Background: an optimization exercise with open tools, aiming at small area, a short achievable clock period and few clock cycles per item. Do not read the settings as production practice. Only simulation tests tie the RTL to the original design; equivalence was not proved. No driver is modelled on the clock port, so clock power and skew are understated where the tree is cut down; a real chip needs a root buffer or a tree. Power is estimated from default activity; no workload was simulated.

Design esq1_core, start of the top module:
module esq1_core (
    input  wire        clk,
    input  wire        rst,
    input  wire        cmd_valid,
    output wire        cmd_ready,
    input  wire [31:0] cmd,
    output reg         done,
    output reg  [15:0] res,
    output reg  [2:0]  err,
    output reg  [7:0]  sub,
    output reg  [15:0] pos,
    output reg         sticky
);
export LEC_CHECK = 0
export ABC_AREA = 1
export CAP_MARGIN = 30
export CORE_MARGIN = 2
export CORE_UTILIZATION = 58
export PLACE_DENSITY = 0.68
export SLEW_MARGIN = 20
create_clock -name core_clock -period 10.0 [get_ports {clk}]
standard.sh (not shown) runs the stock make flow with config.mk's settings and CLKGATE_MAP_FILE= SYNTH_SCRIPT=/design/flow/synth_recipe.tcl, a recipe that flattens the netlist after the stock synthesis.
==> flow/flow/run.sh <==
#!/bin/bash
# The standard layout (the standard.sh: standard synthesis, floorplan,
# placement, CTS, routing) with these changes to how it is made:
# - ORFS's timing repair aims below the clock period: repair_timing treats a
#   path as failing until its slack reaches SETUP_SLACK_MARGIN ns, so the
#   sized netlist runs well under the 10 ns clock;
# - the port buffers are buf_4 (ORFS would pick a delay cell);
# - CTS clusters up to 25 sinks per leaf buffer (within 80 um) and adds no
#   dummy loads;
# - after CTS, post_cts.tcl moves the clock pin to the middle of the left
#   edge and rebuilds the top of the clock tree: the clock
#   port drives four buffers next to it, one per region, that drive the
#   leaf buffers
#   (retree.tcl); the tree stays balanced, one level shallower;
# - after global routing, post_grt.tcl repairs antennas with a margin so
#   detailed routing needs no antenna re-route passes.
# The SDC and every other setting stay the standard flow's.
set -euo pipefail
here=$(pwd)
bash standard.sh SETUP_SLACK_MARGIN=7.0 \
  "BUFFER_PORTS_ARGS=-buffer_cell sky130_fd_sc_hd__buf_4" \
  "CTS_ARGS=-sink_clustering_enable -repair_clock_nets -sink_clustering_size 25 -sink_clustering_max_diameter 80 -dont_use_dummy_load" \
  POST_CTS_TCL="$here/flow/post_cts.tcl" \
  POST_GLOBAL_ROUTE_TCL="$here/flow/post_grt.tcl" \
  finish > flow_standard.log 2>&1
Other scripts of this flow, unchanged in this note and not shown: flow/flow/post_cts.tcl, flow/flow/post_grt.tcl, flow/flow/retree.tcl
Testbench counts at the start, summed over its fixed seeds: cycles 13,568, cmds 13,544.
Change:
- CORE_UTILIZATION: 58 -> 50
- PLACE_DENSITY: 0.68 -> 0.62
Cell area goes up by 0.84%. Utilization shrinks by 8.5 points. Final cell count went up by 2.5%. Area after synthesis does not change. Hold slack stays flat. Total power increases by 1.6%. Sequential power hardly moves. Worst setup slack hardly moves. First-iteration DRC count shrinks by 13%.

* * *

Another version of the RTL of esq1_core (not shown whole).
Size in the first run: ~10000 cells after synthesis, about 2000 flip-flops, roughly 0.082 mm² of cells after synthesis.
export LEC_CHECK = 0
export ABC_AREA = 1
export CAP_MARGIN = 30
export CORE_MARGIN = 2
export CORE_UTILIZATION = 58
export PLACE_DENSITY = 0.68
export SLEW_MARGIN = 20
create_clock -name core_clock -period 10.0 [get_ports {clk}]
==> flow/flow/run.sh <==
#!/bin/bash
# The standard layout (the standard.sh: standard synthesis, floorplan,
# placement, CTS, routing), with these changes to how it is made:
# - ORFS's timing repair aims below the clock period: repair_timing treats
#   a path as failing until its slack reaches SETUP_SLACK_MARGIN ns, so the
#   sized netlist runs well under the 10 ns clock;
# - the port buffers are buf_4 (ORFS would pick a delay cell);
# - CTS clusters up to 25 sinks per leaf buffer (within 80 um) and adds no
#   dummy loads;
# - after CTS, post_cts.tcl moves the clock pin to the middle of the left
#   edge and rebuilds the top of the clock tree (retree.tcl): the clock
#   port drives four buffers next to it, one per region of the die, and
#   each drives the leaf buffers of its region. The tree stays balanced
#   and is one level shallower than the one CTS builds;
# - after global routing, post_grt.tcl repairs antennas again with a margin,
#   so detailed routing needs no antenna repair-and-reroute passes.
# The SDC, the clock period and every other setting stay the standard flow's.
set -euo pipefail
here=$(pwd)
bash standard.sh SETUP_SLACK_MARGIN=7.0 \
  "BUFFER_PORTS_ARGS=-buffer_cell sky130_fd_sc_hd__buf_4" \
  "CTS_ARGS=-sink_clustering_enable -repair_clock_nets -sink_clustering_size 25 -sink_clustering_max_diameter 80 -dont_use_dummy_load" \
  POST_CTS_TCL="$here/flow/post_cts.tcl" \
  POST_GLOBAL_ROUTE_TCL="$here/flow/post_grt.tcl" \
  finish > flow_standard.log 2>&1
Other scripts of this flow, unchanged in this note and not shown: flow/flow/post_cts.tcl, flow/flow/post_grt.tcl, flow/flow/retree.tcl
Testbench counts at the start, summed over its fixed seeds: cycles 13,568, cmds 13,544.
Edit:
--- a/flow/flow/run.sh
+++ b/flow/flow/run.sh
@@ -14,0 +15,2 @@
+# - clock nets are routed on met4 and met5 (ORFS: met3 and up), which have
+#   less capacitance per um, so the long nets of the shallow tree are faster;
@@ -22,0 +25 @@
+  MIN_CLK_ROUTING_LAYER=met4 \
Settings changed: CORE_UTILIZATION 58 to 50, PLACE_DENSITY 0.68 to 0.62.
Design area increases slightly.
Die area increases by about a fifth.
Wire length increases by a few percent.
Synthesized cell count stays the same.
Clock power increases by roughly a tenth.
Core utilization decreases by 8.3 points.
Cell count increases by a few percent.
Register-to-register slack barely changes.
Setup slack gets worse by 26 ps.
Total power increases by a few percent.
Fmax decreases slightly.
Edit:
Settings changed: CORE_UTILIZATION 50 to 64, PLACE_DENSITY 0.62 to 0.74.
Effect:
- via count went up by a few percent
- clock power falls by roughly a tenth
- power drops by a few percent
- hold slack gains 9.2 ps
- first-iteration DRC count went up by about a fifth
- flip-flop and latch count stays the same
- wire length drops by a few percent
- synthesized area stays the same
- design area came out lower slightly
Edit:
Settings changed: CORE_UTILIZATION 64 to 70, PLACE_DENSITY 0.74 to 0.8.
The changed run passed the timing, design-rule and antenna checks.
Hold slack got worse by 16 ps.
Wire length goes down by 1.2%.
Global-route usage goes up by 4.1 points.
Die area goes down by 8.5%.
Cell area goes down by 0.40%.
Via count goes up by 2.3%.
Area after synthesis stays the same.
Total power goes down by 1.2%.
Sequential power barely changes.
Edit:
Settings changed: CORE_UTILIZATION 70 to 58, PLACE_DENSITY 0.8 to 0.68.
The changed run finished with timing, DRC and antenna clean.
Power grows by 1.5%.
Cell area grows by about 0.75%.
Worst setup slack is worse by 71 ps.
Cell count grows by about 3%.
Wire length grows by about 1.2%.
Utilization shrinks by 12 points.
Synthesized area is unchanged.
Die area grows by about 20%.
Via count shrinks by 3.7%.
Maximum frequency shrinks by about 2.2%.
Hold slack is better by 13 ps.
Edit:
--- a/flow/flow/run.sh
+++ b/flow/flow/run.sh
@@ -7,0 +8,2 @@
+# - after global placement, post_gpl.tcl moves each register that drives an
+#   output port's buffer next to that buffer;
@@ -25,0 +28 @@
+  POST_GLOBAL_PLACE_TCL="$here/flow/post_gpl.tcl" \
==> flow/flow/post_gpl.tcl (new file) <==
# POST_GLOBAL_PLACE hook: move each register that drives an output port's
# buffer next to that buffer (which sits at its port), so that the
# register's output drives a short wire; detailed placement legalizes it.
# The paths into these registers have time to spare; the paths out of them
# to the ports are the slowest in the design.
proc place_output_regs {} {
  set block [ord::get_db_block]
  array set sumx {}; array set sumy {}; array set cnt {}; array set obj {}
  foreach bt [$block getBTerms] {
    if {[$bt getIoType] ne "OUTPUT"} { continue }
    set net [$bt getNet]
    if {$net eq "NULL"} { continue }
    foreach it [$net getITerms] {
      if {[$it getIoType] ne "OUTPUT"} { continue }
      set buf [$it getInst]
      foreach bit [$buf getITerms] {
        if {[$bit getIoType] ne "INPUT" || ![$bit isInputSignal]} { continue }
        set inet [$bit getNet]
        if {$inet eq "NULL"} { continue }
        foreach dit [$inet getITerms] {
          if {[$dit getIoType] ne "OUTPUT"} { continue }
          set reg [$dit getInst]
          if {![string match "*__df*" [[$reg getMaster] getName]]} { continue }
          set bb [$buf getBBox]
          set k [$reg getName]
          set obj($k) $reg
          if {![info exists cnt($k)]} { set cnt($k) 0; set sumx($k) 0; set sumy($k) 0 }
          incr cnt($k)
          set sumx($k) [expr {$sumx($k) + [$bb xMin]}]
          set sumy($k) [expr {$sumy($k) + [$bb yMin]}]
        }
      }
    }
  }
  set core [$block getCoreArea]
  set cx [expr {([$core xMin] + [$core xMax]) / 2}]
  set cy [expr {([$core yMin] + [$core yMax]) / 2}]
  set n 0
  foreach k [array names cnt] {
    set x [expr {$sumx($k) / $cnt($k)}]
    set y [expr {$sumy($k) / $cnt($k)}]
    set x [expr {$x + ($cx > $x ? 4000 : -4000)}]
    set y [expr {$y + ($cy > $y ? 4000 : -4000)}]
    $obj($k) setLocation $x $y
    incr n
  }
  puts "place_output_regs: moved $n registers"
}
place_output_regs
Settings changed: CORE_UTILIZATION 58 to 64, PLACE_DENSITY 0.68 to 0.74.
The new run went through all stages and came out clean.
Synthesized cell count does not change.
Area after synthesis does not change.
Setup slack improves by 120 ps.
Final area shrinks by 0.34%.
Total power shrinks by 0.70%.
Via count grows by 2.4%.
Routed wire length grows by 0.62%.
First-iteration DRC count grows by 15%.
Global-route usage grows by 5.4 points.
Die area shrinks by 9.3%.
Register-to-register slack degrades by 20 ps.

* * *

Setup of garnet:
Another version of the RTL of esq1_core (not shown whole).
For scale: about 10000 cells after synthesis.
## esq1_core
module esq1_core (
    input  wire        clk,
    input  wire        rst,
    input  wire        cmd_valid,
    output wire        cmd_ready,
    input  wire [31:0] cmd,
    output reg         done,
    output reg  [15:0] res,
    output reg  [2:0]  err,
    output reg  [7:0]  sub,
    output reg  [15:0] pos,
    output reg         sticky
);
Settings: LEC_CHECK=0, ABC_AREA=1, CAP_MARGIN=30, CORE_MARGIN=2, CORE_UTILIZATION=50, PLACE_DENSITY=0.62, SLEW_MARGIN=20; clock period 10.0 ns.
==> flow/flow/run.sh <==
#!/bin/bash
# The standard layout (the standard.sh: standard synthesis, floorplan,
# placement, CTS, routing) with these changes to how it is made:
# - ORFS's timing repair aims below the clock period: repair_timing treats a
#   path as failing until its slack reaches SETUP_SLACK_MARGIN ns, so the
#   sized netlist runs well under the 10 ns clock;
# - the port buffers are buf_4 (ORFS would pick a delay cell);
# - CTS clusters up to 25 sinks per leaf buffer (within 80 um) and adds no
#   dummy loads;
# - after CTS, post_cts.tcl moves the clock pin to the middle of the left
#   edge and rebuilds the top of the clock tree: the clock
#   port drives four buffers next to it, one per region, that drive the
#   leaf buffers
#   (retree.tcl); the tree stays balanced, one level shallower;
# - after global routing, post_grt.tcl repairs antennas with a margin so
#   detailed routing needs no antenna re-route passes.
# The SDC and every other setting stay the standard flow's.
set -euo pipefail
here=$(pwd)
bash standard.sh SETUP_SLACK_MARGIN=7.0 \
  "BUFFER_PORTS_ARGS=-buffer_cell sky130_fd_sc_hd__buf_4" \
  "CTS_ARGS=-sink_clustering_enable -repair_clock_nets -sink_clustering_size 25 -sink_clustering_max_diameter 80 -dont_use_dummy_load" \
  POST_CTS_TCL="$here/flow/post_cts.tcl" \
  POST_GLOBAL_ROUTE_TCL="$here/flow/post_grt.tcl" \
  finish > flow_standard.log 2>&1
Other scripts of this flow, unchanged in this note and not shown: flow/flow/post_cts.tcl, flow/flow/post_grt.tcl, flow/flow/retree.tcl
Testbench counts of garnet, summed over its fixed seeds: cycles 13,568, cmds 13,544.
--- input diff garnet..cedar ---
# garnet
export LEC_CHECK = 0
export ABC_AREA = 1
export CAP_MARGIN = 30
export CORE_MARGIN = 2
export CORE_UTILIZATION = 50
export PLACE_DENSITY = 0.62
export SLEW_MARGIN = 20
create_clock -name core_clock -period 10.0 [get_ports {clk}]
# cedar
export LEC_CHECK = 0
export ABC_AREA = 1
export CAP_MARGIN = 30
export CORE_MARGIN = 2
export CORE_UTILIZATION = 40
export PLACE_DENSITY = 0.55
export SLEW_MARGIN = 20
create_clock -name core_clock -period 10.0 [get_ports {clk}]
==> comparison <==
- Comparing garnet with cedar, the data required time at the worst endpoint came out essentially unchanged.
- Endpoint of the worst setup timing path: rdrec3[3]$_DFF_P_ -> garnet, rdlb3[6]$_DFF_P_ -> cedar
- Between garnet and cedar, the post-route minimum period is higher for cedar.
- Taking garnet as the reference, in cedar share of the final layout cell area in sequential cells dropped 0.49 points, met3 routing resource usage after global routing dropped 4.3 points.
- cedar vs garnet — internal power rose 49 uW.
- cedar — total routed wirelength 13000 um higher, garnet as reference
- Via count of the first global-routing pass: cedar vs garnet — no meaningful difference
- Looking at total power across both flows, cedar is the weaker of the two, with garnet ahead.

* * *

RTL: one of the versions met above, not the one the previous note started from.
Size: roughly 10,000 cells after synthesis, about 2,000 flip-flops, roughly 82,000 um^2 of cells after synthesis.
Settings: LEC_CHECK=0, ABC_AREA=1, CAP_MARGIN=30, CORE_MARGIN=2, CORE_UTILIZATION=64, PLACE_DENSITY=0.74, SLEW_MARGIN=20; clock period 10.0 ns.
==> flow/flow/run.sh <==
#!/bin/bash
# The standard layout (the standard.sh: standard synthesis, floorplan,
# placement, CTS, routing), with these changes to how it is made:
# - ORFS's timing repair aims below the clock period: repair_timing treats
#   a path as failing until its slack reaches SETUP_SLACK_MARGIN ns, so the
#   sized netlist runs well under the 10 ns clock;
# - the port buffers are buf_4 (ORFS would pick a delay cell);
# - CTS clusters up to 25 sinks per leaf buffer (within 80 um) and adds no
#   dummy loads;
# - after CTS, post_cts.tcl moves the clock pin to the middle of the left
#   edge and rebuilds the top of the clock tree (retree.tcl): the clock
#   port drives four buffers next to it, one per region of the die, and
#   each drives the leaf buffers of its region. The tree stays balanced
#   and is one level shallower than the one CTS builds;
# - after global routing, post_grt.tcl repairs antennas again with a margin,
#   so detailed routing needs no antenna repair-and-reroute passes.
# The SDC, the clock period and every other setting stay the standard flow's.
set -euo pipefail
here=$(pwd)
bash standard.sh SETUP_SLACK_MARGIN=7.0 \
  "BUFFER_PORTS_ARGS=-buffer_cell sky130_fd_sc_hd__buf_4" \
  "CTS_ARGS=-sink_clustering_enable -repair_clock_nets -sink_clustering_size 25 -sink_clustering_max_diameter 80 -dont_use_dummy_load" \
  POST_CTS_TCL="$here/flow/post_cts.tcl" \
  POST_GLOBAL_ROUTE_TCL="$here/flow/post_grt.tcl" \
  finish > flow_standard.log 2>&1
==> flow/flow/post_cts.tcl <==
# POST_CTS hook: put the clock pin at the middle of the left edge, rebuild
# the top of the clock tree (see retree.tcl), legalize the new buffers and
# repair timing again on the new tree.
source [file join [file dirname [info script]] retree.tcl]
center_clk_pin
retree_clock 4
detailed_placement
estimate_parasitics -placement
repair_timing_helper
detailed_placement
check_placement -verbose
Other scripts of this flow, unchanged in this note and not shown: flow/flow/post_grt.tcl, flow/flow/retree.tcl
Testbench counts at the start, summed over its fixed seeds: cycles 13,568, cmds 13,544.
Edit:
==> flow/flow/run.sh (replaced) <==
#!/bin/bash
# The standard layout (the standard.sh: standard synthesis, floorplan,
# placement, CTS, routing) with these changes to how it is made:
# - ORFS's timing repair aims below the clock period: repair_timing treats a
#   path as failing until its slack reaches SETUP_SLACK_MARGIN ns, so the
#   sized netlist runs well under the 10 ns clock;
# - the port buffers are buf_4 (ORFS would pick a delay cell);
# - CTS clusters up to 25 sinks per leaf buffer (within 80 um) and adds no
#   dummy loads;
# - after CTS, post_cts.tcl moves the clock pin to the middle of the left
#   edge and rebuilds the top of the clock tree: the clock
#   port drives four buffers next to it, one per region, that drive the
#   leaf buffers
#   (retree.tcl); the tree stays balanced, one level shallower;
# - after global routing, post_grt.tcl repairs antennas with a margin so
#   detailed routing needs no antenna re-route passes.
# The SDC and every other setting stay the standard flow's.
set -euo pipefail
here=$(pwd)
bash standard.sh SETUP_SLACK_MARGIN=7.0 \
  "BUFFER_PORTS_ARGS=-buffer_cell sky130_fd_sc_hd__buf_4" \
  "CTS_ARGS=-sink_clustering_enable -repair_clock_nets -sink_clustering_size 25 -sink_clustering_max_diameter 80 -dont_use_dummy_load" \
  POST_CTS_TCL="$here/flow/post_cts.tcl" \
  POST_GLOBAL_ROUTE_TCL="$here/flow/post_grt.tcl" \
  finish > flow_standard.log 2>&1
==> flow/flow/post_cts.tcl (replaced) <==
# POST_CTS hook: rebuild the top of the clock tree (see retree.tcl), then
# legalize the new buffers and repair timing again on the new tree.
source [file join [file dirname [info script]] retree.tcl]
center_clk_pin
retree_clock 4
detailed_placement
estimate_parasitics -placement
repair_timing_helper
detailed_placement
check_placement -verbose
- CORE_UTILIZATION: 64 -> 50
- PLACE_DENSITY: 0.74 -> 0.62
=> The new run finished with timing, DRC and antenna clean; synthesized area does not change; die area came out higher by 28%; total power rose by 3.3%; sequential share of layout area drops by 0.63 points; clock power climbs by 10%; final cell count is higher by 4.5%; worst setup slack got worse by 94 ps; synthesized cell count stays the same; clock skew went up by 71 ps; via count came out lower by 3.6%; flip-flop and latch count stays the same.

## what the ideal ports hide
The results above use ideal ports. As a check the final layouts listed here were re-extracted and re-timed, cells and wires unchanged. Step 1 (the two cells are an assumption about what drives the block):
set clk [get_ports {clk}]
set_driving_cell -lib_cell sky130_fd_sc_hd__clkbuf_16 $clk
set_driving_cell -lib_cell sky130_fd_sc_hd__buf_2 [delete_from_list [all_inputs] $clk]
Step 2, shift: input delay + t, output delay - t, t = (earliest + latest rising clock arrival at the registers) / 2. This alone moves slack from input paths to output paths. a / b / c = no drivers / after step 1 / after step 2; a / b = the first two.
| run | t, ns | setup WS [ns] | worst hold slack (ns) | slew at the worst register clock pin (ns) | pins driven straight from the clock port |
|---|---|---|---|---|---|
| the first run of note 1 | 0.689 | 6.739 / 6.680 / 6.258 | 0.290 / 0.290 / 0.290 | 0.12 / 0.12 | 4 |
| the second run of note 1 | 0.699 | 6.739 / 6.678 / 6.270 | 0.292 / 0.292 / 0.292 | 0.11 / 0.11 | 4 |
| the first run of note 2 | 0.673 | 6.748 / 6.685 / 6.453 | 0.311 / 0.311 / 0.311 | 0.12 / 0.12 | 4 |
| the second run of note 2 | 0.693 | 6.722 / 6.664 / 6.496 | 0.304 / 0.304 / 0.304 | 0.11 / 0.11 | 4 |
| the third run of note 2 | 0.672 | 6.801 / 6.739 / 6.528 | 0.313 / 0.313 / 0.313 | 0.11 / 0.11 | 4 |
| the fourth run of note 2 | 0.658 | 6.829 / 6.784 / 6.388 | 0.298 / 0.298 / 0.298 | 0.11 / 0.11 | 4 |
| the fifth run of note 2 | 0.666 | 6.758 / 6.698 / 6.488 | 0.311 / 0.311 / 0.311 | 0.11 / 0.11 | 4 |
| the sixth run of note 2 | 0.651 | 6.874 / 6.821 / 6.484 | 0.319 / 0.319 / 0.319 | 0.11 / 0.11 | 4 |
| garnet | 0.725 | 6.782 / 6.726 / 6.387 | 0.304 / 0.304 / 0.304 | 0.11 / 0.11 | 4 |
| cedar | 0.742 | 6.571 / 6.571 / 6.320 | 0.317 / 0.317 / 0.317 | 0.11 / 0.11 | 4 |
| the first run of note 4 | 0.675 | 6.794 / 6.733 / 6.528 | 0.312 / 0.312 / 0.312 | 0.11 / 0.11 | 4 |
| the second run of note 4 | 0.704 | 6.700 / 6.641 / 6.485 | 0.306 / 0.306 / 0.306 | 0.11 / 0.11 | 4 |
After both steps every run listed still meets setup and hold. For the first run of note 1, which loses most, drivers alone change the setup slack by -0.059 ns; drivers and shift together by -0.481 ns.
